This design comes from an exercise in tuning for small area, a short achievable clock period and few clock cycles on the open sky130 flow, not from production work. At most, simulation tests tie the RTL to the original design; equivalence was not proved. For run 1, only the layout was checked, not whether the RTL still works. Power is estimated from default activity; no workload was simulated.

[flow/design.v]
module zcan_core (
    input  wire        clk,
    input  wire        rst,         
    input  wire        cmd_valid,
    output wire        cmd_ready,
    input  wire [31:0] cmd_word,
    input  wire [3:0]  rd_idx,
    output reg  [31:0] rd_data,
    output wire        tx_valid,
    output reg  [7:0]  tx_data,
    input  wire        tx_ready
);
    localparam [7:0] OP_NOP         = 8'h00,
                     OP_SETLO       = 8'h01,
                     OP_SETHI       = 8'h02,
                     OP_ERR_CLR     = 8'h03,
                     OP_CRC_CFG     = 8'h10,
                     OP_CRC_INIT    = 8'h11,
                     OP_CRC_BYTE    = 8'h12,
                     OP_ENC_LONG    = 8'h20,
                     OP_ENC_CV17    = 8'h21,
                     OP_ENC_CV18    = 8'h22,
                     OP_DEC_LONG    = 8'h23,
                     OP_ENC_CONSIST = 8'h24,
                     OP_ENC_CV19    = 8'h25,
                     OP_ENC_CV20    = 8'h26,
                     OP_DEC_CONSIST = 8'h27,
                     OP_CV_PACK     = 8'h28,
                     OP_CV_UNPACK   = 8'h29,
                     OP_RX_BYTE     = 8'h30,
                     OP_RX_RESET    = 8'h31,
                     OP_TX_SOF      = 8'h38,
                     OP_TX_BYTE     = 8'h39,
                     OP_TX_CRC      = 8'h3A,
                     OP_TX_EOF      = 8'h3B;
    localparam [3:0] C_ILLEGAL_OPC = 4'd1,
                     C_RESERVED_NZ = 4'd2,
                     C_BAD_REG     = 4'd3,
                     C_BAD_IMM     = 4'd4,
                     C_TX_SEQ      = 4'd5;
    localparam [1:0] E_DATA = 2'd0, E_SOF = 2'd1, E_EOF = 2'd2;
    localparam       QD = 4;         
    localparam       QW = 2;         
    reg [31:0] opa, opb, crc_poly, crc_seed, crc_mask, crc;
    reg [31:0] res_lo, res_hi;
    reg        st_valid, st_cerr;
    reg [3:0]  st_cause;
    reg        tx_in_frame;
    reg [1:0]    q_kind [0:QD-1];
    reg [7:0]    q_data [0:QD-1];
    reg [QW-1:0] q_rd, q_wr;
    reg [QW:0]   q_cnt;
    reg          q_phase;        
    reg          rdy;
    assign cmd_ready = rdy;
    wire [7:0]  opc   = cmd_word[31:24];
    wire [3:0]  reg_i = cmd_word[19:16];
    wire [15:0] imm16 = cmd_word[15:0];
    wire [7:0]  b8    = cmd_word[7:0];
    reg fmt_n, fmt_b, fmt_r;
    always @(*) begin
        fmt_n = 1'b0; fmt_b = 1'b0; fmt_r = 1'b0;
        case (opc)
            OP_NOP, OP_ERR_CLR, OP_CRC_INIT,
            OP_ENC_LONG, OP_ENC_CV17, OP_ENC_CV18, OP_DEC_LONG,
            OP_ENC_CONSIST, OP_ENC_CV19, OP_ENC_CV20, OP_DEC_CONSIST,
            OP_CV_PACK, OP_CV_UNPACK, OP_RX_RESET,
            OP_TX_SOF, OP_TX_EOF:                    fmt_n = 1'b1;
            OP_CRC_CFG, OP_CRC_BYTE, OP_RX_BYTE,
            OP_TX_BYTE, OP_TX_CRC:                   fmt_b = 1'b1;
            OP_SETLO, OP_SETHI:                      fmt_r = 1'b1;
            default: ;
        endcase
    end
    reg [3:0] err_cause;    
    always @(*) begin
        err_cause = 4'd0;
        if (!(fmt_n | fmt_b | fmt_r))
            err_cause = C_ILLEGAL_OPC;
        else if (cmd_word[23:20] != 4'd0)
            err_cause = C_RESERVED_NZ;
        else if (fmt_n && cmd_word[19:0] != 20'd0)
            err_cause = C_RESERVED_NZ;
        else if (fmt_b && cmd_word[19:8] != 12'd0)
            err_cause = C_RESERVED_NZ;
        else if (fmt_r && reg_i > 4'd5)
            err_cause = C_BAD_REG;
        else if (opc == OP_CRC_CFG && b8 > 8'd1)
            err_cause = C_BAD_IMM;
        else if (opc == OP_TX_CRC && b8 != 8'd1 && b8 != 8'd2)
            err_cause = C_BAD_IMM;
        else if (opc == OP_TX_SOF && tx_in_frame)
            err_cause = C_TX_SEQ;
        else if ((opc == OP_TX_BYTE || opc == OP_TX_CRC || opc == OP_TX_EOF) && !tx_in_frame)
            err_cause = C_TX_SEQ;
    end
    wire xfer = cmd_valid & rdy;
    wire go   = xfer & (err_cause == 4'd0);
    wire bad  = xfer & (err_cause != 4'd0);
    wire do_setlo = go && opc == OP_SETLO;
    wire do_sethi = go && opc == OP_SETHI;
    wire do_cfg   = go && opc == OP_CRC_CFG;
    wire do_init  = go && opc == OP_CRC_INIT;
    wire do_byte  = go && opc == OP_CRC_BYTE;
    wire do_codec = go && opc[7:4] == 4'h2;
    wire do_sof   = go && opc == OP_TX_SOF;
    wire do_txb   = go && opc == OP_TX_BYTE;
    wire do_txc   = go && opc == OP_TX_CRC;
    wire do_eof   = go && opc == OP_TX_EOF;
    wire do_eclr  = go && opc == OP_ERR_CLR;
    reg [7:0]  crc_a;
    reg [7:0]  crc_t;
    reg [31:0] crc_next;
    wire [7:0] crc_d = crc[7:0] ^ (b8 & crc_mask[7:0]);
    integer j, k;
    always @(*) begin
        crc_a = 8'd1;
        for (j = 1; j < 8; j = j + 1)
            for (k = 1; k <= j; k = k + 1)
                crc_a[j] = crc_a[j] ^ (crc_poly[k-1] & crc_a[j-k]);
        for (j = 0; j < 8; j = j + 1) begin
            crc_t[j] = 1'b0;
            for (k = 0; k <= j; k = k + 1)
                crc_t[j] = crc_t[j] ^ (crc_a[j-k] & crc_d[k]);
        end
        crc_next = crc >> 8;
        for (j = 0; j < 8; j = j + 1)
            crc_next = crc_next ^ ({32{crc_t[j]}} & (crc_poly >> (7 - j)));
    end
    wire        opa_hi0   = (opa[31:14] == 18'd0);
    wire        addr_le   = opa_hi0 && (opa[13:0] <= 14'd10239);
    wire        long_ok   = addr_le && (opa[13:0] != 14'd0);
    wire [15:0] long_addr = {2'b11, opa[13:0]};
    wire        opa_byte = (opa[31:8] == 24'd0);
    wire        opb_byte = (opb[31:8] == 24'd0);
    wire        dec_bytes_ok = opa_byte && opb_byte;
    wire        dec_long_ok  = dec_bytes_ok && (opa[5:0] <= 6'h27);
    wire [13:0] ca   = opa[13:0];
    wire [11:0] ca4  = ca[13:2];
    wire [26:0] cprd = ca4 * 15'd1311;
    wire [6:0]  cdiv = cprd[21:15];                  
    wire [6:0]  cmod = ca[6:0] - {cdiv[4:0], 2'b00} - {cdiv[1:0], 5'd0} - {cdiv[0], 6'd0};
    reg  [7:0]  cv19, cv20;
    always @(*) begin
        if (ca[13:7] != 7'd0) begin
            cv19 = {1'b0, cmod};
            cv20 = {1'b0, cdiv};
        end else begin
            cv19 = {1'b0, ca[6:0]};
            cv20 = 8'd0;
        end
        if (opb[0] && ca != 14'd0)
            cv19[7] = 1'b1;
    end
    wire [13:0] dcv = {7'd0, opa[6:0]} + {opb[7:0], 6'd0} + {1'b0, opb[7:0], 5'd0} + {4'd0, opb[7:0], 2'd0};
    wire        dec_cons_ok = dec_bytes_ok &&
                              ((opb[7:0] == 8'd0) ? (opa[6:0] != 7'd0)
                                                  : (opb[7:0] < 8'd102 ||
                                                     (opb[7:0] == 8'd102 && opa[6:0] <= 7'd39)));
    wire        unpack_ok = (opb[31:16] == 16'd0);
    reg         codec_some;
    reg  [63:0] codec_val;
    always @(*) begin
        codec_some = 1'b0;
        codec_val  = 64'd0;
        case (opc[3:0])
            4'h0: begin codec_some = long_ok;     codec_val = {48'd0, long_addr}; end
            4'h1: begin codec_some = long_ok;     codec_val = {56'd0, long_addr[15:8]}; end
            4'h2: begin codec_some = long_ok;     codec_val = {56'd0, opa[7:0]}; end
            4'h3: begin codec_some = dec_long_ok; codec_val = {48'd0, 2'b00, opa[5:0], opb[7:0]}; end
            4'h4: begin codec_some = addr_le;     codec_val = {48'd0, cv19, cv20}; end
            4'h5: begin codec_some = addr_le;     codec_val = {56'd0, cv19}; end
            4'h6: begin codec_some = addr_le;     codec_val = {56'd0, cv20}; end
            4'h7: begin codec_some = dec_cons_ok; codec_val = {50'd0, dcv}; end
            4'h8: begin codec_some = 1'b1;
                        codec_val = {16'h0000,
                                     opa[19] ? opb[31:24] : 8'h00,
                                     opa[18] ? opb[23:16] : 8'h00,
                                     opa[17] ? opb[15:8]  : 8'h00,
                                     opa[16] ? opb[7:0]   : 8'h00,
                                     opa[15:0]}; end
            4'h9: begin codec_some = unpack_ok;   codec_val = {opb[15:0], opa[31:16], 16'd0, opa[15:0]}; end
            default: ;
        endcase
    end
    wire       push1 = do_sof | do_txb | do_txc | do_eof;
    wire       push2 = do_txc & b8[1];
    wire [1:0] e0_kind = do_sof ? E_SOF : (do_eof ? E_EOF : E_DATA);
    wire [7:0] e0_data = do_txb ? b8 : crc[7:0];
    wire [7:0] e1_data = crc[15:8];
    wire [1:0] h_kind = q_kind[q_rd];
    wire [7:0] h_data = q_data[q_rd];
    wire       h_esc  = (h_data == 8'h01) || (h_data == 8'h10) || (h_data == 8'h17);
    reg        h_last;
    always @(*) begin
        case (h_kind)
            E_SOF: begin tx_data = 8'h01; h_last = q_phase; end
            E_EOF: begin tx_data = 8'h17; h_last = 1'b1; end
            default: begin
                tx_data = (h_esc && !q_phase) ? 8'h10 : (h_data ^ {2'b00, h_esc, 5'd0});
                h_last  = !h_esc || q_phase;
            end
        endcase
    end
    assign tx_valid = (q_cnt != 0);
    wire   tx_go  = tx_valid & tx_ready;
    wire   pop    = tx_go & h_last;
    wire [QW:0] q_cnt_next = q_cnt + {{QW{1'b0}}, push1} + {{QW{1'b0}}, push2} - {{QW{1'b0}}, pop};
    wire [QW-1:0] q_wr1 = q_wr + 1'b1;
    integer s;
    always @(posedge clk) begin
        for (s = 0; s < QD; s = s + 1) begin
            if (push1 && q_wr == s) begin
                q_kind[s] <= e0_kind;
                q_data[s] <= e0_data;
            end
            if (push2 && q_wr1 == s) begin
                q_kind[s] <= E_DATA;
                q_data[s] <= e1_data;
            end
        end
    end
    always @(posedge clk) begin
        if (rst) begin
            q_rd    <= {QW{1'b0}};
            q_wr    <= {QW{1'b0}};
            q_cnt   <= {(QW+1){1'b0}};
            q_phase <= 1'b0;
            rdy     <= 1'b1;
        end else begin
            q_wr  <= q_wr + {{(QW-1){1'b0}}, push1} + {{(QW-1){1'b0}}, push2};
            q_cnt <= q_cnt_next;
            rdy   <= (q_cnt_next <= QD - 2);
            if (tx_go) begin
                q_phase <= !h_last;
                if (h_last)
                    q_rd <= q_rd + 1'b1;
            end
        end
    end
    always @(posedge clk) begin
        if (rst) begin
            opa         <= 32'd0;
            opb         <= 32'd0;
            crc_poly    <= 32'h0000008C;
            crc_seed    <= 32'h000000FF;
            crc_mask    <= 32'h000000FF;
            crc         <= 32'h000000FF;
            res_lo      <= 32'd0;
            res_hi      <= 32'd0;
            st_valid    <= 1'b0;
            st_cerr     <= 1'b0;
            st_cause    <= 4'd0;
            tx_in_frame <= 1'b0;
        end else begin
            if (do_setlo && reg_i == 4'd0) opa[15:0]  <= imm16;
            if (do_sethi && reg_i == 4'd0) opa[31:16] <= imm16;
            if (do_setlo && reg_i == 4'd1) opb[15:0]  <= imm16;
            if (do_sethi && reg_i == 4'd1) opb[31:16] <= imm16;
            if (do_cfg)
                crc_poly <= b8[0] ? 32'h00008810 : 32'h0000008C;
            else begin
                if (do_setlo && reg_i == 4'd2) crc_poly[15:0]  <= imm16;
                if (do_sethi && reg_i == 4'd2) crc_poly[31:16] <= imm16;
            end
            if (do_cfg) begin
                crc_seed <= b8[0] ? 32'h0000FFFF : 32'h000000FF;
                crc_mask <= b8[0] ? 32'h0000FFFF : 32'h000000FF;
            end else begin
                if (do_setlo && reg_i == 4'd3) crc_seed[15:0]  <= imm16;
                if (do_sethi && reg_i == 4'd3) crc_seed[31:16] <= imm16;
                if (do_setlo && reg_i == 4'd4) crc_mask[15:0]  <= imm16;
                if (do_sethi && reg_i == 4'd4) crc_mask[31:16] <= imm16;
            end
            if (do_init)
                crc <= crc_seed;
            else if (do_byte)
                crc <= crc_next;
            else begin
                if (do_setlo && reg_i == 4'd5) crc[15:0]  <= imm16;
                if (do_sethi && reg_i == 4'd5) crc[31:16] <= imm16;
            end
            if (do_codec) begin
                st_valid <= codec_some;
                res_lo   <= codec_some ? codec_val[31:0]  : 32'd0;
                res_hi   <= codec_some ? codec_val[63:32] : 32'd0;
            end
            if (bad) begin
                if (!st_cerr)
                    st_cause <= err_cause;
                st_cerr <= 1'b1;
            end else if (do_eclr) begin
                st_cerr  <= 1'b0;
                st_cause <= 4'd0;
            end
            if (do_sof) tx_in_frame <= 1'b1;
            if (do_eof) tx_in_frame <= 1'b0;
        end
    end
    always @(*) begin
        case (rd_idx)
            4'd0:  rd_data = opa;
            4'd1:  rd_data = opb;
            4'd2:  rd_data = crc_poly;
            4'd3:  rd_data = crc_seed;
            4'd4:  rd_data = crc_mask;
            4'd5:  rd_data = crc;
            4'd6:  rd_data = res_lo;
            4'd7:  rd_data = res_hi;
            4'd8:  rd_data = {24'd0, st_cause, 2'b00, st_cerr, st_valid};
            4'd11: rd_data = {31'd0, tx_in_frame};
            default: rd_data = 32'd0;
        endcase
    end
endmodule
[flow/config.mk]
export PLATFORM = sky130hd
export DESIGN_NAME = zcan_core
export DESIGN_NICKNAME = zcan_core
export VERILOG_FILES = /design/flow/design.v
export SDC_FILE = /design/flow/constraint.sdc
export NUM_CORES = 4
export LEC_CHECK = 0
export CAP_MARGIN = 20
export CORE_MARGIN = 2
export CORE_UTILIZATION = 40
export SLEW_MARGIN = 20
[flow/run.sh]
#!/bin/bash
# synth_recipe.tcl (not shown) runs the flow's synth.tcl, then flattens the netlist and writes it again
# the make line also repeats each setting of config.mk as NAME=value (left out here)
make -C /OpenROAD-flow-scripts/flow DESIGN_CONFIG=/design/flow/config.mk WORK_HOME=/design/flow/orfs CLKGATE_MAP_FILE= SYNTH_SCRIPT=/design/flow/synth_recipe.tcl finish
[flow/constraint.sdc]
create_clock -name core_clock -period 10.0 [get_ports {clk}]
set_input_delay 2.0000 -clock core_clock [delete_from_list [all_inputs] [get_ports {clk}]]
set_output_delay 2.0000 -clock core_clock [all_outputs]
set_load 0.01 [all_outputs]
==> results.cfg, run 1 <==
[run_status]
status = no timing/DRC/antenna violations

[clock_tree]
numCtsBuffers = 35
ctsHoldBuffers = 0
cts.sinks = 311
cts_setup_buffers = 0
cts_resized = 0
cts_buffer_depth = 3
root_buffer = clkbuf_16
worstSkewPairLatency_ns = 0.56
cts_tree = yes
path_clk_slew_ns = 0.06
htreeDepth = 2

[cells_and_area]
multiInputGateArea_um2 = 15200
drive_gt1_share_pct = 5.25
synthToLayoutAreaGrowth_pct = 10.8
nNetsFinal = 3080
stdcell_area_um2 = 25700
nFillCells = 5792
regArea_um2 = 6550

[detailed_routing]
first_pass_iters = 7
first_iter_violations = 2860
wl_um = 86200
drcViolationCount = 0
route.detailed.wl_per_inst_um = 23.8
vias_per_cell = 6.04
vias = 21900
ant_nets = 0

[synth]
yosys.area.top_type = dfxtp_1
ys_top_cells_by_count = nand2_1, dfxtp_1, nor2_1
synth.yosys.warnings = 3
synth_area_um2 = 23200
syn_inst = 2892
yosysTopAreaCellShare_pct = 24.1
synth_edf_count = 32
syn_avg_cell_area_um2 = 8.01
synthArstFlopShare_pct = 0
ys_ff_latch = 311
synth-seq-area-share_pct = 28.3
synthMostInstantiatedCell = nand2_1
synth_fp_nets = 3136
synth.area.top_cells = dfxtp_1, ha_1, nand2_1
synth_cell_type_count = 89
synthFlopType = dfxtp_1

[setup_path]
slowest_stage = dfxtp_1
endpoint_kind = register
reg2reg_depth = 32
critPathBufInv = 7
arrival_ns = 7.82
critPathKind = register to register
crit_family = adder cells
worstSetupStartpointType = register
r2r_start = opa[6]
cp_max_fo = 12
required_ns = 10.46
cpPeakStageDelay_ns = 0.73
regToRegEndpoint = res_lo[6]
r2r_slack_ns = 2.65
cp_common_cell = inv_1

[place]
dp_hpwl_um = 61500
port_buffers = 81
routabilityCongestion = 0.980
dpl_cell_area_um2 = 24500

[flow_run]
maxCapViolCount = 0

[die]
fp.dieH_um = 245
fp.coreArea_um2 = 57500
num_rows = 88
die_w_um = 245
start_util_pct = 40.3
dieArea_um2 = 59900
ios = 82

[sta]
final.min_clock_period_ns = 7.35
finalSetupTns_ns = 0
slew_headroom_pct = 23.4
setup_viol = 0
max_freq_mhz = 136
period_share_pct = 73.5
final_max_slew_viol_count = 0
skew_ns = 0.0285
hold_viol = 0
rsz0062_at_grt = no
tightestPinTransition_ns = 1.15

[global_route]
grt_pass1_wl_um = 131000
grt_usage_pct = 28.2
grt_max_degree = 177
grt-ovfl-total = 0
grt_pass1_vias = 20800
antenna_found_initial = 2

[power]
p_sw_share_pct = 27.9
p_leak_nw = 9.85
clkPwrFrac_pct = 43.9
cellPowerDensity_nw_per_um2 = 121
irDropWorstVdd_mv = 0.0904
p_seq_share_pct = 41.2
p_int_mw = 2.25
power_switching_mw = 0.869
combPwrFrac_pct = 14.9

[min_path]
holdCritStartpoint = res_lo[18]
hold_end = res_lo[18]
min_path_type = register to register
min_path_cells = 2
## logic make-up (layout without fill, tap and decap cells)
| kind of cell | Yosys count | count (layout) | share of synthesized area (%) |
|---|---|---|---|
| AND/OR/NAND/NOR | 1055 | 1055 | 20.5 |
| XOR/XNOR | 258 | 258 | 11.5 |
| buffers and inverters | 362 | 329 | 6.25 |
| other | 0 | 2 | 0 |
| adder cells (fa/ha/maj) | 204 | 204 | 12.7 |
| flip-flops | 311 | 311 | 28.3 |
| multiplexers | 57 | 57 | 2.48 |
| AO/OA/AOI/OAI | 645 | 645 | 18.3 |
## final cells by class
type / instances / area share (%)
inverter: 137 / 2.00
tap: 765 / 3.73
clock inverter: 11 / 0.775
sequential: 311 / 25.5
antenna: 2 / 0.0195
multi-input combinational: 2219 / 59.4
clock buffer: 49 / 3.89
timing repair buffer: 132 / 4.70
## layer usage
metal	routed length (µm)	share of wire (%)	track usage [%]	up-vias
met5	27	0.031	0	-
met4	4150	4.8	12.8	4
met3	7680	8.9	4.59	206
met2	38400	45	43.8	1133
met1	35900	42	38.5	10600
li1	-	-	-	9992
## placed cells by master (no fill, tap or decap), types with 67 or more instances in the layout
| master | Yosys | final |
|---|---|---|
| nand3_1 | 148 | 148 |
| dfxtp_1 | 279 | 279 |
| nor2_1 | 213 | 210 |
| clkdlybuf4s50_1 | 0 | 80 |
| a22oi_1 | 159 | 159 |
| nand2_1 | 474 | 474 |
| ha_1 | 153 | 153 |
| o21ai_0 | 67 | 67 |
| xnor2_1 | 178 | 177 |
| a21oi_1 | 200 | 200 |
| inv_1 | 136 | 136 |
## registers in the layout, summed over array words and instances, names as in the netlist
name and cells:
q_wr 2, res_hi 32, st_cause 3, q_cnt 3
opb 32, q_phase 1, opa 32, tx_in_frame 1
q_rd 2, crc_poly 32, rdy 1, st_cerr 1
crc 32, st_valid 1, crc_mask 32, crc_seed 32
q_data 32, q_kind 8, res_lo 32
## metrics by stage
stage	power, mW	setup slack [ns]	std cells	hold slack, ns	util (%)
2_1_floorplan	1.58	3.38	2892	0.432	-
3_3_place_gp	1.76	2.83	3564	0.439	42.6
3_5_place_dp	1.77	2.73	3564	0.447	42.6
4_1_cts	3.12	2.67	3624	0.453	44.6
5_1_grt	3.20	2.10	3624	0.475	44.6
6_report	3.12	2.65	3626	0.456	44.7
## power by group through the flow
stage | clock network, mW | logic (mW) | registers, mW
after detailed placement | 0 | 0.460 | 1.31
after CTS | 1.37 | 0.463 | 1.28
final | 1.37 | 0.466 | 1.28
after global routing | 1.42 | 0.500 | 1.29
after floorplan | 0 | 0.272 | 1.31
after global placement | 0 | 0.451 | 1.31
## worst min-delay path, delay by kind of cell, from the launching register on
kind	cells	cell delay, ns
simple gates	1	0.05
compound gates	1	0.05
flops	1	0.31
## worst max path at each step
stage | startpoint | slack (ns) | cells past startpoint | end
floorplan | opa[11] | 3.38 | 30 | res_lo[6]
CTS | opa[6] | 2.67 | 32 | res_lo[6]
global placement | opa[11] | 2.83 | 30 | res_lo[6]
finish | opa[6] | 2.65 | 32 | res_lo[6]
global route | opa[6] | 2.10 | 30 | res_lo[6]
detailed placement | opa[6] | 2.73 | 32 | res_lo[6]
==> run 2, diff against run 1 <==
--- a/flow/design.v
+++ b/flow/design.v
@@ -39,5 +39,4 @@
                      C_BAD_IMM     = 4'd4,
                      C_TX_SEQ      = 4'd5;
-    localparam [1:0] E_DATA = 2'd0, E_SOF = 2'd1, E_EOF = 2'd2;
     localparam       QD = 4;         
     localparam       QW = 2;         
@@ -47,5 +46,5 @@
     reg [3:0]  st_cause;
     reg        tx_in_frame;
-    reg [1:0]    q_kind [0:QD-1];
+    reg          q_raw  [0:QD-1];
     reg [7:0]    q_data [0:QD-1];
     reg [QW-1:0] q_rd, q_wr;
@@ -95,18 +94,23 @@
             err_cause = C_TX_SEQ;
     end
-    wire xfer = cmd_valid & rdy;
-    wire go   = xfer & (err_cause == 4'd0);
-    wire bad  = xfer & (err_cause != 4'd0);
-    wire do_setlo = go && opc == OP_SETLO;
-    wire do_sethi = go && opc == OP_SETHI;
-    wire do_cfg   = go && opc == OP_CRC_CFG;
-    wire do_init  = go && opc == OP_CRC_INIT;
-    wire do_byte  = go && opc == OP_CRC_BYTE;
-    wire do_codec = go && opc[7:4] == 4'h2;
-    wire do_sof   = go && opc == OP_TX_SOF;
-    wire do_txb   = go && opc == OP_TX_BYTE;
-    wire do_txc   = go && opc == OP_TX_CRC;
-    wire do_eof   = go && opc == OP_TX_EOF;
-    wire do_eclr  = go && opc == OP_ERR_CLR;
+    wire xfer  = cmd_valid & rdy;
+    wire z_ok  = (cmd_word[23:20] == 4'd0);
+    wire n_ok  = z_ok && (cmd_word[19:0] == 20'd0);
+    wire b_ok  = z_ok && (cmd_word[19:8] == 12'd0);
+    wire r_ok  = z_ok && (reg_i <= 4'd5);
+    wire do_setlo = xfer && opc == OP_SETLO && r_ok;
+    wire do_sethi = xfer && opc == OP_SETHI && r_ok;
+    wire do_eclr  = xfer && opc == OP_ERR_CLR && n_ok;
+    wire do_cfg   = xfer && opc == OP_CRC_CFG && b_ok && b8[7:1] == 7'd0;
+    wire do_init  = xfer && opc == OP_CRC_INIT && n_ok;
+    wire do_byte  = xfer && opc == OP_CRC_BYTE && b_ok;
+    wire do_codec = xfer && opc[7:4] == 4'h2 && opc[3:0] <= 4'h9 && n_ok;
+    wire do_sof   = xfer && opc == OP_TX_SOF && n_ok && !tx_in_frame;
+    wire do_txb   = xfer && opc == OP_TX_BYTE && b_ok && tx_in_frame;
+    wire do_txc   = xfer && opc == OP_TX_CRC && b_ok && b8[7:2] == 6'd0 && (b8[1] ^ b8[0]) && tx_in_frame;
+    wire do_eof   = xfer && opc == OP_TX_EOF && n_ok && tx_in_frame;
+    wire do_none  = xfer && (((opc == OP_NOP || opc == OP_RX_RESET) && n_ok) || (opc == OP_RX_BYTE && b_ok));
+    wire bad      = xfer && !(do_setlo | do_sethi | do_eclr | do_cfg | do_init | do_byte | do_codec |
+                              do_sof | do_txb | do_txc | do_eof | do_none);
     reg [7:0]  crc_a;
     reg [7:0]  crc_t;
@@ -137,8 +141,19 @@
     wire        dec_long_ok  = dec_bytes_ok && (opa[5:0] <= 6'h27);
     wire [13:0] ca   = opa[13:0];
-    wire [11:0] ca4  = ca[13:2];
-    wire [26:0] cprd = ca4 * 15'd1311;
-    wire [6:0]  cdiv = cprd[21:15];                  
-    wire [6:0]  cmod = ca[6:0] - {cdiv[4:0], 2'b00} - {cdiv[1:0], 5'd0} - {cdiv[0], 6'd0};
+    wire [3:0]  cx = ca[13:10];
+    wire [2:0]  cm = ca[9:7];
+    reg  [6:0]  cqx, crx, cqm, crm;
+    integer ti;
+    always @(*) begin
+        cqx = 7'd0; crx = 7'd0; cqm = 7'd0; crm = 7'd0;
+        for (ti = 0; ti < 10; ti = ti + 1)
+            if (cx == ti) begin cqx = (1024 * ti) / 100; crx = (1024 * ti) % 100; end
+        for (ti = 0; ti < 8; ti = ti + 1)
+            if (cm == ti) begin cqm = (128 * ti) / 100; crm = (128 * ti) % 100; end
+    end
+    wire [8:0]  crp = {2'b00, ca[6:0]} + {2'b00, crx} + {2'b00, crm};
+    wire [1:0]  ck  = (crp >= 9'd300) ? 2'd3 : (crp >= 9'd200) ? 2'd2 : (crp >= 9'd100) ? 2'd1 : 2'd0;
+    wire [6:0]  cdiv = cqx + cqm + {5'd0, ck};                                    
+    wire [6:0]  cmod = crp[6:0] - {ck[0], 6'd0} - {ck, 5'd0} - {ck, 2'd0};         
     reg  [7:0]  cv19, cv20;
     always @(*) begin
@@ -153,5 +168,6 @@
             cv19[7] = 1'b1;
     end
-    wire [13:0] dcv = {7'd0, opa[6:0]} + {opb[7:0], 6'd0} + {1'b0, opb[7:0], 5'd0} + {4'd0, opb[7:0], 2'd0};
+    wire [11:0] dcv_h = {7'd0, opa[6:2]} + {1'b0, opb[6:0], 4'd0} + {2'b00, opb[6:0], 3'd0} + {5'd0, opb[6:0]};
+    wire [13:0] dcv   = {dcv_h, opa[1:0]};
     wire        dec_cons_ok = dec_bytes_ok &&
                               ((opb[7:0] == 8'd0) ? (opa[6:0] != 7'd0)
@@ -186,20 +202,19 @@
     wire       push1 = do_sof | do_txb | do_txc | do_eof;
     wire       push2 = do_txc & b8[1];
-    wire [1:0] e0_kind = do_sof ? E_SOF : (do_eof ? E_EOF : E_DATA);
-    wire [7:0] e0_data = do_txb ? b8 : crc[7:0];
+    wire       e0_raw  = do_sof | do_eof;
+    wire [7:0] e0_data = do_sof ? 8'h01 : do_eof ? 8'h17 : do_txb ? b8 : crc[7:0];
     wire [7:0] e1_data = crc[15:8];
-    wire [1:0] h_kind = q_kind[q_rd];
+    wire       h_raw  = q_raw[q_rd];
     wire [7:0] h_data = q_data[q_rd];
     wire       h_esc  = (h_data == 8'h01) || (h_data == 8'h10) || (h_data == 8'h17);
     reg        h_last;
     always @(*) begin
-        case (h_kind)
-            E_SOF: begin tx_data = 8'h01; h_last = q_phase; end
-            E_EOF: begin tx_data = 8'h17; h_last = 1'b1; end
-            default: begin
-                tx_data = (h_esc && !q_phase) ? 8'h10 : (h_data ^ {2'b00, h_esc, 5'd0});
-                h_last  = !h_esc || q_phase;
-            end
-        endcase
+        if (h_raw) begin
+            tx_data = h_data;
+            h_last  = h_data[4] || q_phase;
+        end else begin
+            tx_data = (h_esc && !q_phase) ? 8'h10 : (h_data ^ {2'b00, h_esc, 5'd0});
+            h_last  = !h_esc || q_phase;
+        end
     end
     assign tx_valid = (q_cnt != 0);
@@ -212,9 +227,9 @@
         for (s = 0; s < QD; s = s + 1) begin
             if (push1 && q_wr == s) begin
-                q_kind[s] <= e0_kind;
+                q_raw[s]  <= e0_raw;
                 q_data[s] <= e0_data;
             end
             if (push2 && q_wr1 == s) begin
-                q_kind[s] <= E_DATA;
+                q_raw[s]  <= 1'b0;
                 q_data[s] <= e1_data;
             end
--- a/flow/config.mk
+++ b/flow/config.mk
@@ -6,6 +6,8 @@
 export NUM_CORES = 4
 export LEC_CHECK = 0
+export ABC_CLOCK_PERIOD_IN_PS = 5000
 export CAP_MARGIN = 20
 export CORE_MARGIN = 2
 export CORE_UTILIZATION = 40
+export SETUP_SLACK_MARGIN = 4.6
 export SLEW_MARGIN = 20
==> run 2 against run 1 <==
Fmax up 35%. Routed wire length up 3.5%. Clock power about the same. Design area down 1.5%. Via count up 1.4%. Register-to-register slack better by 2.2 ns. Flip-flop and latch count down 4. Synthesized cell count down 4.5%. Sequential share of layout area up 0.15 points. First-iteration DRC count up 3.2%. Core utilization up 3.4 points. Largest cell class unchanged.
==> results.cfg, run 2 <==
[min_path]
hold_end = res_lo[21]
holdCritStartpoint = res_lo[21]
min_path_cells = 2
min_path_type = register to register

[sta]
skew_ns = 0.0257
tightestPinTransition_ns = 1.11
final.min_clock_period_ns = 5.43
max_freq_mhz = 184
final_max_slew_viol_count = 0
period_share_pct = 54.3
finalSetupTns_ns = 0
setup_viol = 0
rsz0062_at_grt = yes
slew_headroom_pct = 25.6
hold_viol = 0

[cells_and_area]
nNetsFinal = 2879
drive_gt1_share_pct = 15.0
mostFrequentLayoutCells = nand2_1, dfxtp_1, a21oi_1, nor2_1, nand3_1
stdcell_area_um2 = 25300
synthToLayoutAreaGrowth_pct = 18.5
final_common_cell = nand2_1
final_util_pct = 48.0

[place]
dpl_cell_area_um2 = 22500
dp_hpwl_um = 58300
routabilityCongestion = 0.935
port_buffers = 81

[setup_path]
regToRegEndpoint = res_lo[5]
required_ns = 8.00
arrival_ns = 3.43
critPathLaunch = rd_idx[1]
worstSetupStartpointType = primary input
reg2reg_depth = 22
endpoint_kind = primary output
r2r_slack_ns = 4.83
critPathKind = primary input to primary output
r2r_start = opa[7]
cp_max_fo = 8

[synth]
syn_avg_cell_area_um2 = 7.73
yosys.area.top_type = dfxtp_1
synth.area.top_cells = dfxtp_1, nand2_1, xnor2_1
synth_edf_count = 32
synth_cell_type_count = 77
synthFlopType = dfxtp_1
synthArstFlopShare_pct = 0
ys_ff_latch = 307
synthMostInstantiatedCell = nand2_1
yosysTopAreaCellShare_pct = 25.8
synth-seq-area-share_pct = 30.3
synth_area_um2 = 21300
synth_fp_nets = 2878
syn_inst = 2761
synth.yosys.warnings = 3
ys_top_cells_by_count = nand2_1, dfxtp_1, a21oi_1

[power]
p_leak_nw = 9.41
cellPowerDensity_nw_per_um2 = 115
total_power_mw = 2.90
irDropWorstVdd_mv = 0.0987

[detailed_routing]
wl_um = 89300
first_pass_iters = 8
drcViolationCount = 0
vias = 22200
first_iter_violations = 2952
vias_per_cell = 6.38
ant_nets = 0
route.detailed.wl_per_inst_um = 25.7

[global_route]
grt_usage_pct = 30.5
grt_pass1_wl_um = 132000
antenna_found_initial = 1
grt-ovfl-total = 0
grt_pass1_vias = 20700
grt_max_degree = 110

[die]
fp.coreArea_um2 = 52700
ios = 82
die_w_um = 235
fp.dieH_um = 235
num_rows = 84
start_util_pct = 40.5
dieArea_um2 = 55200

[run_status]
status = no timing/DRC/antenna violations

[clock_tree]
htreeDepth = 2
numCtsBuffers = 35
cts.sinks = 307
path_clk_slew_ns = 0.06
worstSkewPairLatency_ns = 0.55
root_buffer = clkbuf_16
cts_tree = yes
cts_buffer_depth = 3

[flow_run]
maxCapViolCount = 0
-- run 2: cell count changes after synthesis, moves of 32 or more --
cell and change:
a21oi_1 +42, a221oi_1 +37, a22o_1 +35, a22oi_1 -78
clkbuf_1 +32, fa_1 -33, ha_1 -94, inv_1 -88
nand2_1 +53, nand4_1 -39, xnor2_1 -33
-- run 2: worst max-delay path by stage --
stage                        endpoint
after CTS                 rd_data[11]
after detailed placement      crc[12]
after global placement            rdy
after global routing      rd_data[25]
final                     rd_data[11]
after floorplan            rd_data[0]
-- run 2: timing repair --
action | 4_1_cts | 5_1_grt
gates resized for setup | 290 | 86
endpoints found under the setup margin | 180 | 86
cloned | 8 | 4
pin swaps | 37 | 46
hold buffers | 0 | 0
buffers inserted | 35 | 27
-- run 2: metrics by stage --
stage | setup slack (ns) | hold WS, ns | instances
floorplan | 4.60 | 0.432 | 2761
global placement | 3.11 | 0.439 | 3339
detailed placement | 3.05 | 0.447 | 3339
CTS | 4.54 | 0.455 | 3445
global route | 4.53 | 0.465 | 3477
finish | 4.57 | 0.455 | 3477
-- run 2: worst max-delay path, cell delays in order --
cell and delay (ns):
buf_12 0.09, buf_4 0.12, nor4_4 0.04, clkbuf_16 0.17
buf_4 0.14, a22o_1 0.26, a221oi_2 0.21, nand3_2 0.19
buf_2 0.19
-- run 2: metal layers --
layer | vias to the layer above | GRT usage (%) | wire [µm]
li1 | 9825 | - | -
met5 | - | 0 | 0
met1 | 10600 | 41.2 | 35200
met4 | 0 | 15.9 | 6160
met3 | 332 | 6.39 | 10000
met2 | 1429 | 45.7 | 37900
-- run 2: report_power, final --
part           total (mW)  switching, mW  leakage, nW  internal, mW
logic               0.313          0.203         6.33         0.110
clock network        1.35          0.570        0.580         0.777
registers            1.24        0.00122         2.49          1.24
total                2.90          0.774         9.41          2.13
-- run 2: cells by family (layout without fill, tap and decap cells) --
| family | after synthesis | count (layout) | share of synthesized area (%) |
|---|---|---|---|
| xor gates and xnor gates | 236 | 236 | 11.9 |
| buffers and inverters | 287 | 314 | 5.40 |
| adders and majority gates | 77 | 77 | 5.15 |
| and+or+nand+nor | 1098 | 1098 | 22.4 |
| AOI/OAI and AO/OA | 698 | 698 | 22.0 |
| muxes | 58 | 58 | 2.92 |
| DFF | 307 | 307 | 30.3 |
| other | 0 | 1 | 0 |
-- run 2: area by class of cell --
class	count	area [µm²]
fillers	4963	27400
multi-input cells	2167	14500
flip-flops and latches	307	6490
repair buffers	201	2030
clock buffers	46	977
well taps	688	861
clock inverters	17	209
inverters	50	191
diodes	1	2.50
Testbench counts of run 2, summed over its fixed seeds: cycles 6,536.
==> run 3, diff against run 2 <==
--- a/flow/design.v
+++ b/flow/design.v
@@ -51,6 +51,8 @@
     reg [QW:0]   q_cnt;
     reg          q_phase;        
-    reg          rdy;
-    assign cmd_ready = rdy;
+    reg          q_f1, q_f2;     
+    wire   maybe_tx  = cmd_word[29] & cmd_word[28] & cmd_word[27];
+    wire   tx_crc2   = cmd_word[25] & ~cmd_word[24] & cmd_word[1];
+    assign cmd_ready = ~maybe_tx | q_f2 | (q_f1 & ~tx_crc2);
     wire [7:0]  opc   = cmd_word[31:24];
     wire [3:0]  reg_i = cmd_word[19:16];
@@ -94,5 +96,5 @@
             err_cause = C_TX_SEQ;
     end
-    wire xfer  = cmd_valid & rdy;
+    wire xfer  = cmd_valid & cmd_ready;
     wire z_ok  = (cmd_word[23:20] == 4'd0);
     wire n_ok  = z_ok && (cmd_word[19:0] == 20'd0);
@@ -222,5 +224,8 @@
     wire   pop    = tx_go & h_last;
     wire [QW:0] q_cnt_next = q_cnt + {{QW{1'b0}}, push1} + {{QW{1'b0}}, push2} - {{QW{1'b0}}, pop};
-    wire [QW-1:0] q_wr1 = q_wr + 1'b1;
+    function [QW-1:0] q_inc(input [QW-1:0] p);
+        q_inc = (p == QD - 1) ? {QW{1'b0}} : p + 1'b1;
+    endfunction
+    wire [QW-1:0] q_wr1 = q_inc(q_wr);
     integer s;
     always @(posedge clk) begin
@@ -242,13 +247,15 @@
             q_cnt   <= {(QW+1){1'b0}};
             q_phase <= 1'b0;
-            rdy     <= 1'b1;
+            q_f1    <= 1'b1;
+            q_f2    <= 1'b1;
         end else begin
-            q_wr  <= q_wr + {{(QW-1){1'b0}}, push1} + {{(QW-1){1'b0}}, push2};
+            q_wr  <= push2 ? q_inc(q_wr1) : push1 ? q_wr1 : q_wr;
             q_cnt <= q_cnt_next;
-            rdy   <= (q_cnt_next <= QD - 2);
+            q_f1  <= (q_cnt_next <= QD - 1);
+            q_f2  <= (q_cnt_next <= QD - 2);
             if (tx_go) begin
                 q_phase <= !h_last;
                 if (h_last)
-                    q_rd <= q_rd + 1'b1;
+                    q_rd <= q_inc(q_rd);
             end
         end
==> run 3 against run 2 <==
Core utilization fell by 1.5 points. Critical path depth is 2 lower. Design area shrank 1.5%. Worst setup slack gained 0.037 ns. Non-clock buffer count shrank 11. Clock skew about the same. Critical endpoint is now rd_data[19]. Largest power group unchanged.
==> results.cfg, run 3 <==
[place]
dp_hpwl_um = 58600
port_buffers = 81
routabilityCongestion = 0.968

[clock_tree]
htreeDepth = 2
cts.sinks = 308
cts_buffer_depth = 3
numCtsBuffers = 34
cts_tree = yes
worstSkewPairLatency_ns = 0.56
root_buffer = clkbuf_16
path_clk_slew_ns = 0.06

[setup_path]
critPathKind = primary input to primary output
worstSetupStartpointType = primary input
endpoint_kind = primary output
required_ns = 8.00
cp_max_fo = 32
arrival_ns = 3.40

[min_path]
min_path_type = register to register

[power]
combPwrFrac_pct = 15.5
clkPwrFrac_pct = 42.7
p_int_mw = 2.16
power_switching_mw = 0.875
irDropWorstVdd_mv = 0.0854
p_sw_share_pct = 28.8
cellPowerDensity_nw_per_um2 = 122
p_leak_nw = 9.16
p_seq_share_pct = 41.8

[global_route]
grt-ovfl-total = 0
grt_usage_pct = 29.8
grt_pass1_vias = 20700
grt_pass1_wl_um = 129000
antenna_found_initial = 1
grt_max_degree = 176

[detailed_routing]
route.detailed.wl_per_inst_um = 24.4
vias_per_cell = 6.27
first_pass_iters = 7
wl_um = 86900
ant_nets = 0
first_iter_violations = 2862
vias = 22400
drcViolationCount = 0

[sta]
final.min_clock_period_ns = 5.40
skew_ns = 0.0256
finalSetupTns_ns = 0
setup_viol = 0
max_freq_mhz = 185
rsz0062_at_grt = yes
whs_ns = 0.459
period_share_pct = 54.0
slew_headroom_pct = 27.4
hold_viol = 0
tightestPinTransition_ns = 1.08
final_max_slew_viol_count = 0

[cells_and_area]
nFillCells = 5191
regArea_um2 = 6510
final_common_cell = nand2_1
antenna_cells = 0
synthToLayoutAreaGrowth_pct = 15.8
nNetsFinal = 2965
final_util_pct = 46.6
drive_gt1_share_pct = 11.2
multiInputGateArea_um2 = 14300
mostFrequentLayoutCells = nand2_1, dfxtp_1, nor2_1, a21oi_1, nand3_1

[synth]
ys_top_cells_by_count = nand2_1, dfxtp_1, nor2_1
syn_inst = 2867
synth.yosys.warnings = 3
synth.area.top_cells = dfxtp_1, nand2_1, a21oi_1
yosysTopAreaCellShare_pct = 25.7
synthSimpleGateAreaFrac_pct = 24.7
synth_compound_area_share_pct = 21.2
synthMostInstantiatedCell = nand2_1
synthFlopType = dfxtp_1
syn_avg_cell_area_um2 = 7.51
yosys.area.top_type = dfxtp_1
synth-adder-area-share_pct = 5.30
synthArstFlopShare_pct = 0
ys_ff_latch = 308
synth_cell_type_count = 77
synth_fp_nets = 2988
synth_mux_area_share_pct = 1.86
synth_area_um2 = 21500
synth_edf_count = 32
synth-seq-area-share_pct = 30.1
synth_top_family_by_area = simple AND/OR/NAND/NOR gates
synth_xor_area_share_pct = 11.1

[die]
fp.dieH_um = 236
num_rows = 85
fp.coreArea_um2 = 53500
start_util_pct = 40.2
ios = 82
dieArea_um2 = 55700
die_w_um = 236

[flow_run]
maxCapViolCount = 0

[run_status]
status = no timing/DRC/antenna violations
[run 3: cell types whose count changed in the layout (fill, tap and decap cells not counted), sizes merged, moves of 17 or more]
cell / change
a221oi: -20
xnor2: -35
o21ai: +28
nand3: -25
nand2: +61
a222oi: +26
nor2: +36
nor3: +24
mux2: -33
nand4: +17
a22oi: -23
[run 3: power groups by stage]
stage	Sequential, mW	Combinational, mW	Clock, mW
after floorplan	1.29	0.276	0
after global placement	1.30	0.430	0
after detailed placement	1.30	0.437	0
after CTS	1.27	0.455	1.30
after global routing	1.27	0.503	1.35
final	1.27	0.472	1.30
[run 3: per-layer routing]
metal  GRT usage, %  share of wire, %
met3           5.28                10
met2           44.9                43
met5              0                 0
met4           15.6               5.6
met1           40.6                40
[run 3: kinds of logic after synthesis]
kind of cell / count (synthesis)
flops: 308
xor+xnor: 209
fa+ha+maj: 81
simple gates: 1222
buf+inv: 311
mux: 40
compound gates: 696
[run 3: cell type report]
type                    count  area share, %
clock inverters            18          0.819
clock buffers              44           3.73
flip-flops and latches    308           26.1
well taps                 696           3.50
multi-input cells        2249           57.5
inverters                  61          0.934
repair buffers            190           7.38
[run 3: repair_timing]
item | 4_1_cts | 5_1_grt
resized for setup | 248 | 74
setup endpoints to repair | 110 | 101
pin swaps | 48 | 55
cloned | 5 | 4
buffers inserted | 13 | 35
hold buffers | 0 | 0
[run 3: worst max-delay path: stages]
cell           delay [ns]
buf_12               0.11
nand2b_4             0.17
nor2_2               0.06
buf_6                0.19
a222oi_1             0.29
nand4_1              0.21
dlygate4sd2_1        0.34
[run 3: worst paths after layout]
| path | startpoint | depth (start not counted) | end | slack, ns |
|---|---|---|---|---|
| setup / recovery | rd_idx[3] | 7 | rd_data[19] | 4.60 |
| hold / removal | res_lo[24] | 2 | res_lo[24] | 0.46 |
| setup reg to reg | opa[9] | 22 | res_lo[6] | 4.79 |
| hold reg to reg | res_lo[24] | 2 | res_lo[24] | 0.46 |
[run 3: stage by stage]
stage,setup slack (ns),std cells,area (µm²),power (mW)
after detailed placement,3.38,3446,22700,1.73
after global routing,4.55,3566,24900,3.12
after global placement,3.44,3445,22700,1.72
after CTS,4.57,3526,24400,3.02
final,4.60,3566,24900,3.04
after floorplan,4.62,2867,21500,1.57
Testbench counts of run 3, summed over its fixed seeds: cycles 6,305.
==> run 4, diff against run 3 <==
--- a/flow/config.mk
+++ b/flow/config.mk
@@ -6,8 +6,10 @@
 export NUM_CORES = 4
 export LEC_CHECK = 0
-export ABC_CLOCK_PERIOD_IN_PS = 5000
 export CAP_MARGIN = 20
 export CORE_MARGIN = 2
 export CORE_UTILIZATION = 40
+export CTS_BUF_LIST = sky130_fd_sc_hd__clkbuf_16
+export CTS_CLUSTER_DIAMETER = 70
+export CTS_CLUSTER_SIZE = 25
 export SETUP_SLACK_MARGIN = 4.6
 export SLEW_MARGIN = 20
==> run 4 against run 3 <==
Area after synthesis did not move. First-iteration DRC count increased by 3.7%. Synthesized cell count is the same. Critical path type unchanged. Cell count is 0.90% lower.
==> results.cfg, run 4 <==
[clock_tree]
numCtsBuffers = 22
cts.sinks = 308
root_buffer = clkbuf_16
cts_buffer_depth = 3
cts_tree = yes
htreeDepth = 1
ctsHoldBuffers = 0
worstSkewPairLatency_ns = 0.57
path_clk_slew_ns = 0.09

[sta]
finalSetupTns_ns = 0
slew_headroom_pct = 29.7
skew_ns = 0.0387
setup_viol = 0
final.min_clock_period_ns = 5.47
tightestPinTransition_ns = 1.05
rsz0062_at_grt = yes
period_share_pct = 54.7
hold_viol = 0
max_freq_mhz = 183
final_max_slew_viol_count = 0
whs_ns = 0.463

[power]
p_leak_nw = 8.93
irDropWorstVdd_mv = 0.0868
cellPowerDensity_nw_per_um2 = 111

[synth]
synthArstFlopShare_pct = 0
synth.yosys.warnings = 3
syn_avg_cell_area_um2 = 7.51
yosysTopAreaCellShare_pct = 25.7
yosys.area.top_type = dfxtp_1
synth_edf_count = 32
synth-seq-area-share_pct = 30.1
synth.area.top_cells = dfxtp_1, nand2_1, a21oi_1
synth_area_um2 = 21500
synth_fp_nets = 2988
synthFlopType = dfxtp_1
syn_inst = 2867
synthMostInstantiatedCell = nand2_1
ys_ff_latch = 308
synth_cell_type_count = 77
ys_top_cells_by_count = nand2_1, dfxtp_1, nor2_1

[detailed_routing]
route.detailed.wl_per_inst_um = 24.1
first_iter_violations = 2969
drcViolationCount = 0
vias = 22200
first_pass_iters = 8
vias_per_cell = 6.29
ant_nets = 0
wl_um = 85300

[flow_run]
maxCapViolCount = 0

[cells_and_area]
antenna_cells = 0
regArea_um2 = 6500
drive_gt1_share_pct = 10.4
final_common_cell = nand2_1
nNetsFinal = 2944
multiInputGateArea_um2 = 14300
stdcell_area_um2 = 24400
nFillCells = 5230
mostFrequentLayoutCells = nand2_1, dfxtp_1, nor2_1, a21oi_1, nand3_1
synthToLayoutAreaGrowth_pct = 13.6

[min_path]
holdCritStartpoint = res_lo[24]
min_path_type = register to register

[global_route]
grt_max_degree = 176
antenna_found_initial = 1
grt_usage_pct = 29.4
grt_pass1_vias = 20400
grt_pass1_wl_um = 128000
grt-ovfl-total = 0

[setup_path]
required_ns = 8.00
r2r_start = opa[12]
arrival_ns = 3.47
worstSetupStartpointType = primary input
endpoint_kind = primary output
cp_max_fo = 32
critPathKind = primary input to primary output
critPathLaunch = rd_idx[3]

[die]
die_w_um = 236
fp.dieH_um = 236
fp.coreArea_um2 = 53500
num_rows = 85
start_util_pct = 40.2
dieArea_um2 = 55700
ios = 82

[place]
dp_hpwl_um = 58600
dpl_cell_area_um2 = 22700
port_buffers = 81
routabilityCongestion = 0.968

[run_status]
status = no timing/DRC/antenna violations
run 4: cell counts after synthesis:
Identical to the previous run, type by type.
run 4: power by group:
part	total, mW	switching (mW)	internal [mW]
Sequential	1.27	0.0112	1.26
Clock	0.982	0.539	0.443
Combinational	0.468	0.285	0.182
run 4: area by class of cell:
cell class                      count  area share (%)
Inverter                           61           0.952
Clock buffer                       22            2.25
Sequential cell                   308            26.6
Timing Repair Buffer              182            7.15
Multi-Input combinational cell   2248            58.6
Clock inverter                     17           0.906
Tap cell                          696            3.56
run 4: what timing repair did:
item / in CTS / in global routing
setup endpoints to repair: 106 / 140
gates resized for setup: 246 / 72
setup buffers: 14 / 28
pin swaps: 48 / 61
cloned: 5 / 1
run 4: final timing paths:
kind,to,depth (start not counted),slack (ns)
worst min-delay path,res_lo[24],2,0.46
worst max-delay path,rd_data[14],7,4.53
worst max register to register,res_lo[6],23,4.75
worst min register to register,res_lo[24],2,0.46
run 4: metal layers:
metal | wire [µm] | share of wire [%] | vias to the layer above | track usage (%)
met5 | 0 | 0 | - | 0
met1 | 35100 | 41 | 10700 | 40.8
li1 | - | - | 10000 | -
met4 | 4250 | 5.0 | 0 | 13.5
met2 | 37200 | 44 | 1305 | 44.9
met3 | 8720 | 10 | 215 | 4.51
run 4: kinds of logic after synthesis:
group                    synth area share, %
AO/OA/AOI/OAI                           21.2
XOR/XNOR                                11.1
adder cells (fa/ha/maj)                 5.30
buffers and inverters                   5.62
flip-flops                              30.1
multiplexers                            1.86
AND/OR/NAND/NOR                         24.7
run 4: critical path, stage by stage:
cell and delay, ns:
buf_12 0.12, nand2b_4 0.17, nor2_2 0.06, buf_12 0.17
a222oi_1 0.43, nand4_1 0.27, buf_2 0.22
run 4: metrics by stage:
stage	util (%)	std cells	total power, mW	worst slack, ns
after floorplan	-	2867	1.57	4.62
after global placement	42.4	3445	1.72	3.44
after detailed placement	42.4	3446	1.73	3.38
after CTS	44.9	3504	2.71	4.57
after global routing	45.7	3534	2.80	4.54
final	45.7	3534	2.72	4.53
==> run 5, diff against run 4 <==
--- a/flow/config.mk
+++ b/flow/config.mk
@@ -12,4 +12,4 @@
 export CTS_CLUSTER_DIAMETER = 70
 export CTS_CLUSTER_SIZE = 25
-export SETUP_SLACK_MARGIN = 4.6
+export SETUP_SLACK_MARGIN = 4.9
 export SLEW_MARGIN = 20
==> run 5 against run 4 <==
Largest cell class unchanged. Count of clock-buffer cells in the layout up 2. Synthesized cell count unchanged. Power up 4.1%. Design area up 2.9%. Fmax up 0.47%. Cell count up 1.3%. Flip-flop and latch count unchanged. Global-route usage up 0.70 points. Sequential share of layout area down 0.71 points. Still clean on timing, DRC and antenna.
==> results.cfg, run 5 <==
[synth]
synth_fp_nets = 2988
synth_area_um2 = 21500
synth_xor_area_share_pct = 11.1
synth_mux_area_share_pct = 1.86
yosysTopAreaCellShare_pct = 25.7
synth-adder-area-share_pct = 5.30
synth-seq-area-share_pct = 30.1
ys_ff_latch = 308
syn_inst = 2867
synth.area.top_cells = dfxtp_1, nand2_1, a21oi_1
synth.yosys.warnings = 3
synth_cell_type_count = 77
yosys.area.top_type = dfxtp_1
synth_edf_count = 32
synth_compound_area_share_pct = 21.2
synthMostInstantiatedCell = nand2_1
syn_avg_cell_area_um2 = 7.51
synthSimpleGateAreaFrac_pct = 24.7
synth_top_family_by_area = simple AND/OR/NAND/NOR gates
ys_top_cells_by_count = nand2_1, dfxtp_1, nor2_1
synthArstFlopShare_pct = 0
synthFlopType = dfxtp_1

[global_route]
grt_pass1_vias = 20200
grt_usage_pct = 30.1
grt-ovfl-total = 0
grt_max_degree = 177
antenna_found_initial = 1
grt_pass1_wl_um = 130000

[clock_tree]
path_clk_slew_ns = 0.06
cts_tree = yes
cts.sinks = 308
ctsHoldBuffers = 0
worstSkewPairLatency_ns = 0.59
htreeDepth = 1
cts_buffer_depth = 3
numCtsBuffers = 24
root_buffer = clkbuf_16

[place]
port_buffers = 81
routabilityCongestion = 0.983
dp_hpwl_um = 59100

[die]
fp.dieH_um = 236
dieArea_um2 = 55700
die_w_um = 236
fp.coreArea_um2 = 53500
num_rows = 85
ios = 82
start_util_pct = 40.2

[detailed_routing]
drcViolationCount = 0
vias = 22200
route.detailed.wl_per_inst_um = 24.6
first_iter_violations = 3266
ant_nets = 0
first_pass_iters = 6
vias_per_cell = 6.21
wl_um = 88200

[setup_path]
critPathBufInv = 4
r2r_start = opa[12]
arrival_ns = 3.44
crit_family = buffers and inverters
cp_max_fo = 16
reg2reg_depth = 26
cp_common_cell = buf_12
r2r_slack_ns = 4.90
regToRegEndpoint = res_lo[6]
required_ns = 8.00
worstSetupStartpointType = primary input
cpPeakStageDelay_ns = 0.39
path_cells = buf_12 > buf_12 > nor3_4 > clkbuf_16 > a222oi_1 > o211ai_1 > buf_2
slowest_stage = nor3_4
endpoint_kind = primary output
critPathKind = primary input to primary output

[cells_and_area]
final_common_cell = nand2_1
nNetsFinal = 2987
synthToLayoutAreaGrowth_pct = 16.9
regArea_um2 = 6510
final_util_pct = 47.0
drive_gt1_share_pct = 13.1
multiInputGateArea_um2 = 14600
nFillCells = 5225
mostFrequentLayoutCells = nand2_1, dfxtp_1, nor2_1, a21oi_1, nand3_1

[flow_run]
maxCapViolCount = 0

[min_path]
min_path_cells = 2
hold_end = st_valid
min_path_type = register to register
holdCritStartpoint = st_valid

[power]
cellPowerDensity_nw_per_um2 = 112
irDropWorstVdd_mv = 0.112
p_leak_nw = 9.24
total_power_mw = 2.83

[sta]
tightestPinTransition_ns = 1.13
finalSetupTns_ns = 0
skew_ns = 0.0577
setup_viol = 0
slew_headroom_pct = 24.6
max_freq_mhz = 184
rsz0062_at_grt = yes
hold_viol = 0
period_share_pct = 54.4
final_max_slew_viol_count = 0
final.min_clock_period_ns = 5.44

[run_status]
status = no timing/DRC/antenna violations
## run 5: cell count changes in the layout (fill, tap and decap cells not counted), moves of 5 or more
cell / previous run / this run
buf_6: 10 / 18
buf_2: 21 / 33
clkbuf_16: 23 / 28
clkdlybuf4s50_1: 32 / 27
clkbuf_2: 8 / 1
buf_4: 76 / 102
## run 5: worst min-delay path: cells and delay by family (launching register included)
family | cells | cell delay (ns)
DFF | 1 | 0.31
AOI/OAI and AO/OA | 1 | 0.05
and+or+nand+nor | 1 | 0.05
## run 5: cell families after synthesis
logic type,Yosys count
mux,40
buf+inv,311
simple gates,1222
flops,308
fa+ha+maj,81
compound gates,696
xor+xnor,209
## run 5: how the worst max path moves through the flow
stage,end,startpoint,depth (start not counted)
final,rd_data[6],rd_idx[3],7
after global routing,rd_data[6],rd_idx[3],7
after CTS,rd_data[16],rd_idx[3],7
after detailed placement,rd_data[7],rd_idx[0],8
after global placement,rd_data[7],rd_idx[0],8
after floorplan,rd_data[10],rd_idx[2],8
## run 5: repair_timing
item                       in CTS  in global routing
pin swaps                      77                 66
setup buffers                  52                 30
gates cloned                    6                  5
setup endpoints to repair     259                121
gates resized for setup       332                 75
## run 5: final cells by class
cell class	instances	area share (%)
Clock inverter	19	0.921
Tap cell	696	3.46
Clock buffer	24	2.39
Timing Repair Buffer	221	8.49
Multi-Input combinational cell	2250	57.9
Sequential cell	308	25.9
Inverter	61	0.950
Antenna cell	1	0.00995
## run 5: report_power, final
group | internal (mW) | total [mW] | switching (mW)
logic | 0.210 | 0.516 | 0.307
registers | 1.26 | 1.27 | 0.0118
clock network | 0.496 | 1.04 | 0.548
## run 5: metal layers
metal | track usage [%] | part of all wire [%] | up-vias
li1 | - | - | 10100
met1 | 41.2 | 41 | 10600
met2 | 46.5 | 44 | 1275
met3 | 4.69 | 9.8 | 228
met4 | 14.1 | 5.2 | 0
met5 | 0 | 0 | -
## run 5: stage by stage
step	worst slack [ns]	std cells	hold WS (ns)	cell area, µm²
after floorplan	4.90	2867	0.432	21700
after global placement	2.85	3443	0.441	22700
after detailed placement	2.78	3443	0.445	22700
after CTS	4.66	3544	0.456	24500
after global routing	4.58	3579	0.478	25100
final	4.56	3580	0.454	25100
==> run 6, diff against run 5 <==
--- a/flow/config.mk
+++ b/flow/config.mk
@@ -8,8 +8,9 @@
 export CAP_MARGIN = 20
 export CORE_MARGIN = 2
-export CORE_UTILIZATION = 40
+export CORE_UTILIZATION = 55
 export CTS_BUF_LIST = sky130_fd_sc_hd__clkbuf_16
 export CTS_CLUSTER_DIAMETER = 70
 export CTS_CLUSTER_SIZE = 25
-export SETUP_SLACK_MARGIN = 4.9
+export PLACE_DENSITY = 0.65
+export SETUP_SLACK_MARGIN = 4.6
 export SLEW_MARGIN = 20
==> run 6 against run 5 <==
Non-clock buffer count is 49 lower. Largest cell class unchanged. Power is 2.7% lower. Cell count is 6.5% lower. Design area is 4.2% lower. Clock skew is 0.019 ns lower. Global-route usage is 9.9 points higher. Core utilization is 15 points higher. Sequential share of layout area is 1.1 points higher. Worst setup slack better by 0.011 ns. Synthesized cell count stayed put. Sequential power hardly changed. Flip-flop and latch count stayed put. Still clean. Critical path type unchanged.
==> results.cfg, run 6 <==
[setup_path]
regToRegEndpoint = res_lo[6]
crit_family = simple AND/OR/NAND/NOR gates
slowest_stage = clkdlybuf4s15_1
critPathBufInv = 3
cpPeakStageDelay_ns = 0.27
path_cells = buf_4 > nor2b_2 > nand2_4 > nor2_4 > buf_12 > nand2_1 > nand4_1 > clkdlybuf4s15_1
critPathLaunch = rd_idx[2]
cp_max_fo = 13
critPathKind = primary input to primary output
worstSetupStartpointType = primary input
required_ns = 8.00
r2r_start = opa[13]
reg2reg_depth = 23
endpoint_kind = primary output
arrival_ns = 3.43
r2r_slack_ns = 4.71

[synth]
yosys.area.top_type = dfxtp_1
synthMostInstantiatedCell = nand2_1
synth.yosys.warnings = 3
synth_area_um2 = 21500
yosysTopAreaCellShare_pct = 25.7
syn_avg_cell_area_um2 = 7.51
synth-seq-area-share_pct = 30.1
synthFlopType = dfxtp_1
synth.area.top_cells = dfxtp_1, nand2_1, a21oi_1
ys_top_cells_by_count = nand2_1, dfxtp_1, nor2_1
ys_ff_latch = 308
synth_edf_count = 32
synth_fp_nets = 2988
syn_inst = 2867
synthArstFlopShare_pct = 0
synth_cell_type_count = 77

[clock_tree]
cts_tree = yes
worstSkewPairLatency_ns = 0.59
cts.sinks = 308
htreeDepth = 1
numCtsBuffers = 22
cts_buffer_depth = 3
path_clk_slew_ns = 0.07
root_buffer = clkbuf_16
ctsHoldBuffers = 0

[power]
irDropWorstVdd_mv = 0.111
cellPowerDensity_nw_per_um2 = 114
p_leak_nw = 8.80

[detailed_routing]
drcViolationCount = 0
vias_per_cell = 6.67
vias = 22300
route.detailed.wl_per_inst_um = 25.3
wl_um = 84800
first_iter_violations = 3263
first_pass_iters = 10
ant_nets = 0

[min_path]
hold_end = st_valid
min_path_type = register to register
holdCritStartpoint = st_valid
min_path_cells = 2

[sta]
setup_viol = 0
skew_ns = 0.0392
tightestPinTransition_ns = 1.13
slew_headroom_pct = 24.1
final.min_clock_period_ns = 5.43
final_max_slew_viol_count = 0
period_share_pct = 54.3
max_freq_mhz = 184
rsz0062_at_grt = yes
finalSetupTns_ns = 0
hold_viol = 0

[die]
fp.dieH_um = 202
ios = 82
die_w_um = 202
dieArea_um2 = 40700
start_util_pct = 55.7
num_rows = 72
fp.coreArea_um2 = 38600

[global_route]
grt_usage_pct = 40.0
grt_pass1_vias = 20300
grt-ovfl-total = 0
antenna_found_initial = 0
grt_pass1_wl_um = 127000
grt_max_degree = 99

[cells_and_area]
final_common_cell = nand2_1
antenna_cells = 0
stdcell_area_um2 = 24100
mostFrequentLayoutCells = nand2_1, dfxtp_1, nor2_1, a21oi_1, nand3_1
synthToLayoutAreaGrowth_pct = 12.0
drive_gt1_share_pct = 10.3
final_util_pct = 62.3
nNetsFinal = 2936
final_cells = 3349

[place]
port_buffers = 81
dp.cells = 3263
routabilityCongestion = 0.959
dpl_cell_area_um2 = 22400
dp_hpwl_um = 57700

[flow_run]
maxCapViolCount = 0

[run_status]
status = no timing/DRC/antenna violations
[run 6: cell families after synthesis]
family	after synthesis	synth area share, %
compound gates	696	21.2
flops	308	30.1
xor+xnor	209	11.1
buf+inv	311	5.62
mux	40	1.86
fa+ha+maj	81	5.30
simple gates	1222	24.7
[run 6: how the worst max path moves through the flow]
stage                              to  slack [ns]  cells past startpoint
after CTS                  rd_data[1]        4.56                      8
after floorplan           rd_data[14]        4.62                      7
after detailed placement   rd_data[1]        3.21                      7
after global routing      rd_data[14]        4.52                      8
after global placement     rd_data[1]        3.24                      7
final                     rd_data[18]        4.57                      8
[run 6: layout make-up]
type	instances	area (µm²)
Tap cell	518	648
Clock buffer	22	551
Multi-Input combinational cell	2250	14300
Timing Repair Buffer	172	1580
Fill cell	3520	14600
Inverter	61	240
Sequential cell	308	6500
Clock inverter	18	245
[run 6: through the flow]
stage / power [mW] / hold slack (ns) / worst slack (ns)
2_1_floorplan: 1.57 / 0.432 / 4.62
3_3_place_gp: 1.73 / 0.442 / 3.24
3_5_place_dp: 1.73 / 0.447 / 3.21
4_1_cts: 2.73 / 0.458 / 4.56
5_1_grt: 2.83 / 0.474 / 4.52
6_report: 2.75 / 0.454 / 4.57
[run 6: worst reg2reg max path: stages, from the launching register on]
cell and delay [ns]:
dfxtp_4 0.41, buf_4 0.16, nor3_4 0.24, a21oi_2 0.10, fa_1 0.51, inv_1 0.08
ha_1 0.29, a21o_1 0.18, a21oi_4 0.26, buf_6 0.14, buf_4 0.11, mux2i_1 0.07
a211o_1 0.31, a21o_1 0.22, fa_1 0.38, ha_1 0.22, a21o_1 0.19, a21o_1 0.20
a221oi_1 0.30, o22ai_1 0.14, a221oi_2 0.31, a21oi_1 0.12, a21oi_1 0.13, nor2_1 0.05
[run 6: power breakdown]
| part | internal [mW] | switching, mW | total (mW) |
|---|---|---|---|
| Sequential | 1.26 | 0.0119 | 1.27 |
| Combinational | 0.176 | 0.291 | 0.467 |
| Clock | 0.478 | 0.538 | 1.02 |
| Total | 1.91 | 0.841 | 2.75 |
[run 6: layer usage]
layer | track usage, % | share of wire (%) | up-vias
li1 | - | - | 10000
met1 | 56.7 | 40 | 10500
met2 | 58.8 | 42 | 1530
met3 | 9.01 | 14 | 273
met4 | 16.1 | 5.1 | 0
met5 | 0 | 0 | -
[run 6: repair_timing]
item	4_1_cts	5_1_grt
pin swaps	31	40
buffers inserted	10	29
resized for setup	199	95
setup endpoints to repair	157	153
gates cloned	4	3
==> run 7, diff against run 6 <==
--- a/flow/config.mk
+++ b/flow/config.mk
@@ -15,2 +15,3 @@
 export SETUP_SLACK_MARGIN = 4.6
 export SLEW_MARGIN = 20
+export TNS_END_PERCENT = 30
==> run 7 against run 6 <==
Non-clock buffer count up 6. Largest cell class unchanged. Cell count up 0.27%. Routed wire length up 0.97%. Area after synthesis unchanged. Still clean on timing, DRC and antenna. First-iteration DRC count up 6.6%. Combinational power up 2%. Design area up 0.59%.
==> results.cfg, run 7 <==
[clock_tree]
htreeDepth = 1
worstSkewPairLatency_ns = 0.58
cts_tree = yes
cts.sinks = 308
numCtsBuffers = 23
root_buffer = clkbuf_16
cts_buffer_depth = 3
ctsHoldBuffers = 0
path_clk_slew_ns = 0.09

[cells_and_area]
final_util_pct = 62.7
antenna_cells = 0
synthToLayoutAreaGrowth_pct = 12.6
mostFrequentLayoutCells = nand2_1, dfxtp_1, nor2_1, a21oi_1, nand3_1
stdcell_area_um2 = 24200
nNetsFinal = 2944
drive_gt1_share_pct = 9.86
final_common_cell = nand2_1

[detailed_routing]
ant_nets = 0
vias_per_cell = 6.71
vias = 22500
first_pass_iters = 8
wl_um = 85700
route.detailed.wl_per_inst_um = 25.5
first_iter_violations = 3479
drcViolationCount = 0

[setup_path]
worstSetupStartpointType = primary input
cp_max_fo = 32
r2r_start = opa[8]
required_ns = 8.00
critPathKind = primary input to primary output
arrival_ns = 3.49
endpoint_kind = primary output
critPathLaunch = rd_idx[0]

[synth]
synth_edf_count = 32
syn_avg_cell_area_um2 = 7.51
synth_fp_nets = 2988
synth.yosys.warnings = 3
synth.area.top_cells = dfxtp_1, nand2_1, a21oi_1
yosys.area.top_type = dfxtp_1
syn_inst = 2867
synth-seq-area-share_pct = 30.1
synth_area_um2 = 21500
synthMostInstantiatedCell = nand2_1
yosysTopAreaCellShare_pct = 25.7
ys_ff_latch = 308
synthArstFlopShare_pct = 0
synth_cell_type_count = 77
synthFlopType = dfxtp_1
ys_top_cells_by_count = nand2_1, dfxtp_1, nor2_1

[die]
fp.coreArea_um2 = 38600
fp.dieH_um = 202
num_rows = 72
start_util_pct = 55.7
dieArea_um2 = 40700
die_w_um = 202
ios = 82

[power]
p_sw_share_pct = 31.1
clkPwrFrac_pct = 36.9
total_power_mw = 2.76
p_leak_nw = 8.89
p_int_mw = 1.90
power_switching_mw = 0.859
p_seq_share_pct = 45.9
cellPowerDensity_nw_per_um2 = 114
combPwrFrac_pct = 17.2
irDropWorstVdd_mv = 0.166

[place]
routabilityCongestion = 0.973
dpl_cell_area_um2 = 22400
port_buffers = 81
dp_hpwl_um = 57500

[sta]
max_freq_mhz = 182
setup_viol = 0
finalSetupTns_ns = 0
skew_ns = 0.0313
final.min_clock_period_ns = 5.49
slew_headroom_pct = 25.4
hold_viol = 0
rsz0062_at_grt = yes
tightestPinTransition_ns = 1.12
period_share_pct = 54.9
final_max_slew_viol_count = 0
whs_ns = 0.462

[run_status]
status = no timing/DRC/antenna violations

[flow_run]
maxCapViolCount = 0

[global_route]
grt_max_degree = 97
antenna_found_initial = 0
grt-ovfl-total = 0
grt_pass1_vias = 20600
grt_pass1_wl_um = 128000
grt_usage_pct = 40.7

[min_path]
holdCritStartpoint = res_lo[24]
min_path_type = register to register
-- run 7: layer usage --
metal	wire (µm)	track usage, %
met4	4320	18.7
met1	34000	56.1
met2	35700	59.1
met3	11600	11.2
met5	84	1.55
-- run 7: power groups by stage --
stage                     logic, mW  clock network, mW  registers (mW)
after floorplan               0.276                  0            1.29
after detailed placement      0.438                  0            1.30
final                         0.476               1.02            1.27
after global routing          0.508               1.06            1.27
after global placement        0.431                  0            1.29
after CTS                     0.458               1.02            1.27
-- run 7: worst paths after layout --
path	end	slack (ns)	cells after the start
max reg2reg	res_lo[14]	4.72	22
min reg2reg	res_lo[24]	0.46	2
min	res_lo[24]	0.46	2
max	rd_data[6]	4.51	7
-- run 7: worst max-delay path, stage by stage --
cell	delay, ns
buf_12	0.14
nand2_1	0.14
nor3_2	0.07
buf_12	0.16
a222oi_1	0.54
o211ai_1	0.22
buf_2	0.20
-- run 7: cell type report --
cell class                      instances  area (µm²)
Fill cell                            3428       14400
Multi-Input combinational cell       2251       14300
Sequential cell                       308        6500
Timing Repair Buffer                  178        1740
Tap cell                              518         648
Clock buffer                           23         576
Inverter                               61         236
Clock inverter                         19         229
-- run 7: timing repair --
item / in CTS / in global routing
gates cloned: 8 / 1
hold endpoints to repair: 0 / 0
gates resized for setup: 219 / 59
buffers inserted: 26 / 21
pin swaps: 43 / 26
endpoints found under the setup margin: 170 / 141
-- run 7: cells by family after synthesis --
family                     synth area share [%]
and+or+nand+nor                            24.7
AOI/OAI and AO/OA                          21.2
buffers and inverters                      5.62
DFF                                        30.1
xor gates and xnor gates                   11.1
adders and majority gates                  5.30
muxes                                      1.86
-- run 7: metrics by stage --
step	setup slack [ns]	instances
after CTS	4.41	3335
after global routing	4.43	3358
after global placement	3.27	3259
after floorplan	4.57	2867
final	4.51	3358
after detailed placement	3.20	3259

Re-timed with assumed drivers on the ports (clkbuf_16 on the clock, buf_2 on other inputs), run 7 has 4.451 ns of setup slack against 4.506 ns with ideal ports, and 4.094 ns once port delays also move by the mid clock arrival of 0.611 ns.
